What follows belongs to an exercise in optimizing a design on an open flow for small area; a production flow would make more cautious choices.
The RTL was checked by simulation tests, not by an equivalence proof against the original design.
Power figures rest on the tool's default switching activity, not on a simulated workload.

run 1:
==> flow/design.v <==
module idxfp (
    input             clk,
    input             rst,             
    input             reset_capable,   
    input             poll,
    input      [31:0] now,
    output            busy,
    input             rx_avail,
    input       [7:0] rx_data,
    output            rx_pop,
    output            rdr_rst_n,
    output            ev_read,
    output            ev_remove,
    output     [39:0] ev_tag,
    input             cfg_req,
    input             cfg_we,
    input       [1:0] cfg_addr,
    input      [31:0] cfg_wdata,
    output     [31:0] cfg_rdata
);
    localparam [31:0] WAIT_RESET = 32'd1000;
    localparam E_CHK = 0;
    localparam E_FRM = 1;
    localparam E_HEX = 2;
    localparam E_OVF = 3;
    reg         busy_q;      
    reg  [5:0]  cnt;         
    reg         seen;        
    reg  [31:0] now_q;       
    reg         cy;          
    reg  [7:0]  fb [0:5];
    reg  [3:0]  hold;
    reg  [3:0]  ncnt;
    reg         fd_err;
    reg         in_frame;
    reg         await;       
    reg  [32:0] deadline;
    reg  [39:0] last_tag;    
    reg  [31:0] wait_r;      
    reg         wdflt;       
    reg  [1:0]  ev_en;
    reg  [3:0]  errstat;
    reg  [1:0]  raddr;       
    wire       is_stx  = (rx_data == 8'h02);
    wire       is_etx  = (rx_data == 8'h03);
    wire       is_pad  = (rx_data == 8'h0D) || (rx_data == 8'h0A);
    wire       is_hexd = (rx_data[7:4] == 4'h3) && (rx_data[3:0] <= 4'h9);
    wire       is_hexl = (rx_data[7:4] == 4'h4) && (rx_data[3:0] != 4'h0) &&
                         (rx_data[3:0] <= 4'h6);
    wire       is_hex  = is_hexd || is_hexl;
    wire       is_inv  = !(is_stx || is_etx || is_pad || is_hex);
    wire [3:0] nib     = is_hexd ? rx_data[3:0] : (rx_data[3:0] + 4'd9);
    wire [7:0] fb_xor  = fb[0] ^ fb[1] ^ fb[2] ^ fb[3] ^ fb[4];
    wire       chk_ok  = (fb_xor == fb[5]);
    wire       drain   = busy_q && (cnt[5:4] == 2'b00);
    wire       last    = cnt[5] && cnt[4];             
    wire       psm     = busy_q && last && cnt[0];     
    wire       serial  = busy_q && (cnt[5] || cnt[4]) && !psm;
    wire       pop     = drain && rx_avail;
    wire       upd     = seen && reset_capable;        
    wire       a_bit   = (now_q[0] ^ cnt[0]) && !last;
    wire [4:0] k       = {cnt[5], cnt[3:0]};          
    wire       w_bit   = wdflt ? WAIT_RESET[k] : wait_r[k];
    wire       b_bit   = upd ? (w_bit && !last) : !deadline[0];
    wire       c_in    = (cnt == 6'd16) ? !upd : cy;
    wire       s_bit   = a_bit ^ b_bit ^ c_in;
    wire       c_out   = (a_bit & b_bit) | (a_bit & c_in) | (b_bit & c_in);
    wire       ge      = cy;                           
    assign busy      = busy_q;
    assign rx_pop    = pop;
    assign ev_tag    = last_tag;
    assign ev_read   = psm && seen && ev_en[0] && !(reset_capable && await);
    assign ev_remove = psm && !seen && await && ge && ev_en[1];
    assign rdr_rst_n = !(psm && upd);
    assign cfg_rdata = (raddr == 2'd0) ? (wdflt ? WAIT_RESET : wait_r) :
                       (raddr == 2'd1) ? {30'd0, ev_en} :
                       (raddr == 2'd2) ? {28'd0, errstat} : 32'd0;
    wire       fb_wr   = pop && is_hex && !fd_err && (ncnt != 4'd12) && ncnt[0];
    wire [7:0] fb_d    = rst ? 8'd0 : {hold, nib};
    integer i;
    always @(posedge clk)
        for (i = 0; i < 6; i = i + 1)
            if (rst || (fb_wr && ncnt[3:1] == i))
                fb[i] <= fb_d;
    always @(posedge clk) begin
        raddr <= cfg_addr;
        now_q <= poll ? {now[15:0], now[31:16]} : ~{now_q[0], now_q[31:1]};
        cnt   <= busy_q ? cnt + 6'd1 : 6'd0;
        cy    <= c_out;
        if (serial)
            deadline <= {upd ? s_bit : deadline[0], deadline[32:1]};
        if (rst) begin
            busy_q      <= 1'b0;
            fd_err      <= 1'b1;
            in_frame    <= 1'b0;
            await       <= 1'b0;
            wdflt       <= 1'b1;
            ev_en       <= 2'd0;
            errstat     <= 4'd0;
        end else if (!busy_q) begin
            if (poll) begin
                seen   <= 1'b0;
                busy_q <= 1'b1;
            end else if (cfg_req && cfg_we) begin
                case (cfg_addr)
                2'd0: begin
                    wait_r <= cfg_wdata;
                    wdflt  <= 1'b0;
                end
                2'd1: ev_en   <= cfg_wdata[1:0];
                2'd2: errstat <= errstat & ~cfg_wdata[3:0];
                default: ;
                endcase
            end
        end else if (pop) begin
            if (is_stx) begin
                if (in_frame)
                    errstat[E_FRM] <= 1'b1;
                ncnt     <= 4'd0;
                fd_err   <= 1'b0;
                in_frame <= 1'b1;
            end else if (is_etx) begin
                if (!fd_err) begin
                    if (chk_ok) begin
                        seen     <= 1'b1;
                        last_tag <= {fb[0], fb[1], fb[2], fb[3], fb[4]};
                    end else if (in_frame) begin
                        errstat[E_CHK] <= 1'b1;
                    end
                end
                in_frame <= 1'b0;
            end else if (is_hex) begin
                if (!fd_err) begin
                    if (ncnt == 4'd12) begin
                        fd_err <= 1'b1;
                        if (in_frame)
                            errstat[E_OVF] <= 1'b1;
                    end else if (!ncnt[0]) begin
                        hold <= nib;
                        ncnt <= ncnt + 4'd1;
                    end else begin
                        ncnt <= ncnt + 4'd1;
                    end
                end
            end else if (is_inv) begin
                if (!fd_err) begin
                    fd_err <= 1'b1;
                    if (in_frame)
                        errstat[E_HEX] <= 1'b1;
                end
            end
        end else if (psm) begin
            busy_q <= 1'b0;
            await  <= seen ? reset_capable : (await && !ge);
        end
    end
endmodule
export LEC_CHECK = 0
export CAP_MARGIN = 20
export CORE_MARGIN = 2
export CORE_UTILIZATION = 65
export PLACE_DENSITY = 0.8
export SLEW_MARGIN = 20
create_clock -name core_clock -period 8.0 [get_ports {clk}]
standard.sh (not shown) runs the stock make flow with config.mk's settings and CLKGATE_MAP_FILE= SYNTH_SCRIPT=/design/flow/synth_recipe.tcl, a recipe that flattens the netlist after the stock synthesis.
==> flow/flow/run.sh <==
#!/bin/bash
# The standard layout (standard.sh), with three changes:
#  - synthesis is ORFS's, run by standard.sh, except that ABC maps the logic
#    between the registers with an area-oriented script (flow/area.abc, put in
#    place of abc_speed.script in a copy of ORFS's scripts); the registers
#    come out as in the standard synthesis;
#  - port buffers use the smallest buffer (buf_1);
#  - the clock tree uses clkbuf_8 sink buffers over clusters of at most 16
#    flip-flops, and no dummy loads.
set -euo pipefail
export BUFFER_PORTS_ARGS="-buffer_cell sky130_fd_sc_hd__buf_1"
export CTS_ARGS="-sink_clustering_enable -repair_clock_nets -dont_use_dummy_load -buf_list sky130_fd_sc_hd__clkbuf_8 -sink_clustering_size 16 -sink_clustering_max_diameter 60"
rm -rf scripts_area
cp -r "$FLOW_HOME/scripts" scripts_area
cp flow/area.abc scripts_area/abc_speed.script
SCRIPTS_DIR=$PWD/scripts_area bash standard.sh synth > synth.log 2>&1
bash standard.sh finish > standard.log 2>&1
==> flow/flow/area.abc <==
&get -n
&st
&syn2
&dch -f
&nf -a -R 1000
&st
&syn2
&dch -f
&nf -a -R 1000
&put
strash
dch -f
amap
strash
dch -f
amap
topo
Here is what was changed in the inputs of run 2 compared with run 1.
# run 1
export LEC_CHECK = 0
export CAP_MARGIN = 20
export CORE_MARGIN = 2
export CORE_UTILIZATION = 65
export PLACE_DENSITY = 0.8
export SLEW_MARGIN = 20
create_clock -name core_clock -period 8.0 [get_ports {clk}]
# run 2
export LEC_CHECK = 0
export CAP_MARGIN = 20
export CORE_MARGIN = 2
export CORE_UTILIZATION = 40
export SLEW_MARGIN = 20
create_clock -name core_clock -period 8.0 [get_ports {clk}]
Notes after the runs:
The critical path startpoint comes out rx_data[0] in one run and rx_data[1] in the other, namely in run 2 and run 1 respectively.
Run 2: sequential cell fraction of total power 1.1 points below run 1
From run 1 to run 2 the numbers moved as follows: internal cell power up about 0.8%; via count down 214.
Inputs modified between run 2 and run 3:
==> flow/flow/area.abc <==
&get -n
&st
&deepsyn -T 60
&nf -a -R 1000
&put
- Per the comparison of run 3 with run 2, simple-gate area share of the yosys netlist decreased 2.3 points; fraction of the cycle the final worst path needs dropped 3.9 points; growth of design area from synthesis to finish has decreased; part of the total power dissipated in the clock network shows a reduction of 0.6 points; non-clock buffer area fraction after layout saw a decrease.
- Run 3 against run 2: worst hold slack across all endpoints -0.028 ns; final setup skew up 0.039 ns; area of the placeable core up 2.6%.
- For run 2, the worst-path cell with the longest stage delay was sky130_fd_sc_hd__o21ai_0, unlike run 3, where it was sky130_fd_sc_hd__nor2_2.
- NOTE synthesized cell count run 2->run 3 decreased by more than 10%
- When the final numbers for run 3 and run 2 were put side by side, the internal power summed over all cells turned out to be smaller in run 2.
- Run 3 | stages: all done | timing, DRC, antenna: all pass
Setup changes, run 3 to run 4
# run 3
export LEC_CHECK = 0
export CAP_MARGIN = 20
export CORE_MARGIN = 2
export CORE_UTILIZATION = 40
export SLEW_MARGIN = 20
create_clock -name core_clock -period 8.0 [get_ports {clk}]
# run 4
export LEC_CHECK = 0
export CAP_MARGIN = 20
export CORE_MARGIN = 2
export CORE_UTILIZATION = 65
export PLACE_DENSITY = 0.8
export SLEW_MARGIN = 20
create_clock -name core_clock -period 8.0 [get_ports {clk}]
diff --git a/flow/flow/run.sh b/flow/flow/run.sh
--- a/flow/flow/run.sh
+++ b/flow/flow/run.sh
@@ -10,5 +10,5 @@
 set -euo pipefail
 export BUFFER_PORTS_ARGS="-buffer_cell sky130_fd_sc_hd__buf_1"
-export CTS_ARGS="-sink_clustering_enable -repair_clock_nets -dont_use_dummy_load -buf_list sky130_fd_sc_hd__clkbuf_8 -sink_clustering_size 16 -sink_clustering_max_diameter 60"
+export CTS_ARGS="-sink_clustering_enable -repair_clock_nets -dont_use_dummy_load -buf_list sky130_fd_sc_hd__clkbuf_4 -sink_clustering_size 10 -sink_clustering_max_diameter 40"
 rm -rf scripts_area
 cp -r "$FLOW_HOME/scripts" scripts_area
==> flow/flow/area.abc <==
&get -n
&st
&syn2
&dch -f
&nf -a -R 1000
&st
&syn2
&dch -f
&nf -a -R 1000
&put
strash
dch -f
amap
strash
dch -f
amap
topo
Compared with run 3, run 4 shows a lower maximum operating frequency.
Post-placement cell area went down by a few percent going from run 3 to run 4.
Summary — routed via count divided by cell count, run 4 relative to run 3: higher, by 17%.
Comparing part of the power in combinational logic for run 4 and run 3, the smaller number came from run 4.
The non-clock buffer count of run 4 exceeds that of run 3 by 0.62%.
Changes observed in run 4 relative to run 3: sum of internal, switching and leakage power went down; final worst slack now smaller; relative area change from synthesis to final layout decreased 2.2 points.
Against run 3, wire length in run 4 came out better.

## port drivers added, routing unchanged
Ports are ideal in the flow. The routed layouts listed here were re-timed in OpenROAD.
Step 1, drivers: a clkbuf_16 drives clk and a buf_2 each remaining input, both assumed.
Step 2 adds t to the input delays and takes it off the output delays; t is the mean of the earliest and latest rising clock arrival at the registers after step 1. Input paths then give back, and output paths get back, about the clock's delay inside the block.
Three values: no drivers, after step 1, after step 2; two values: the first two.
run	t (ns)	setup slack, ns	pins driven straight from the clock port
run 1	0.515	3.648 / 3.662 / 3.147	1
run 2	0.532	3.756 / 3.746 / 3.240	1
run 3	0.514	4.070 / 4.030 / 3.693	1
run 4	0.599	3.744 / 3.729 / 3.158	1
After both steps setup and hold are still met in every run listed. For run 4, which loses most, drivers alone change the setup slack by -0.015 ns; drivers and shift together by -0.586 ns.
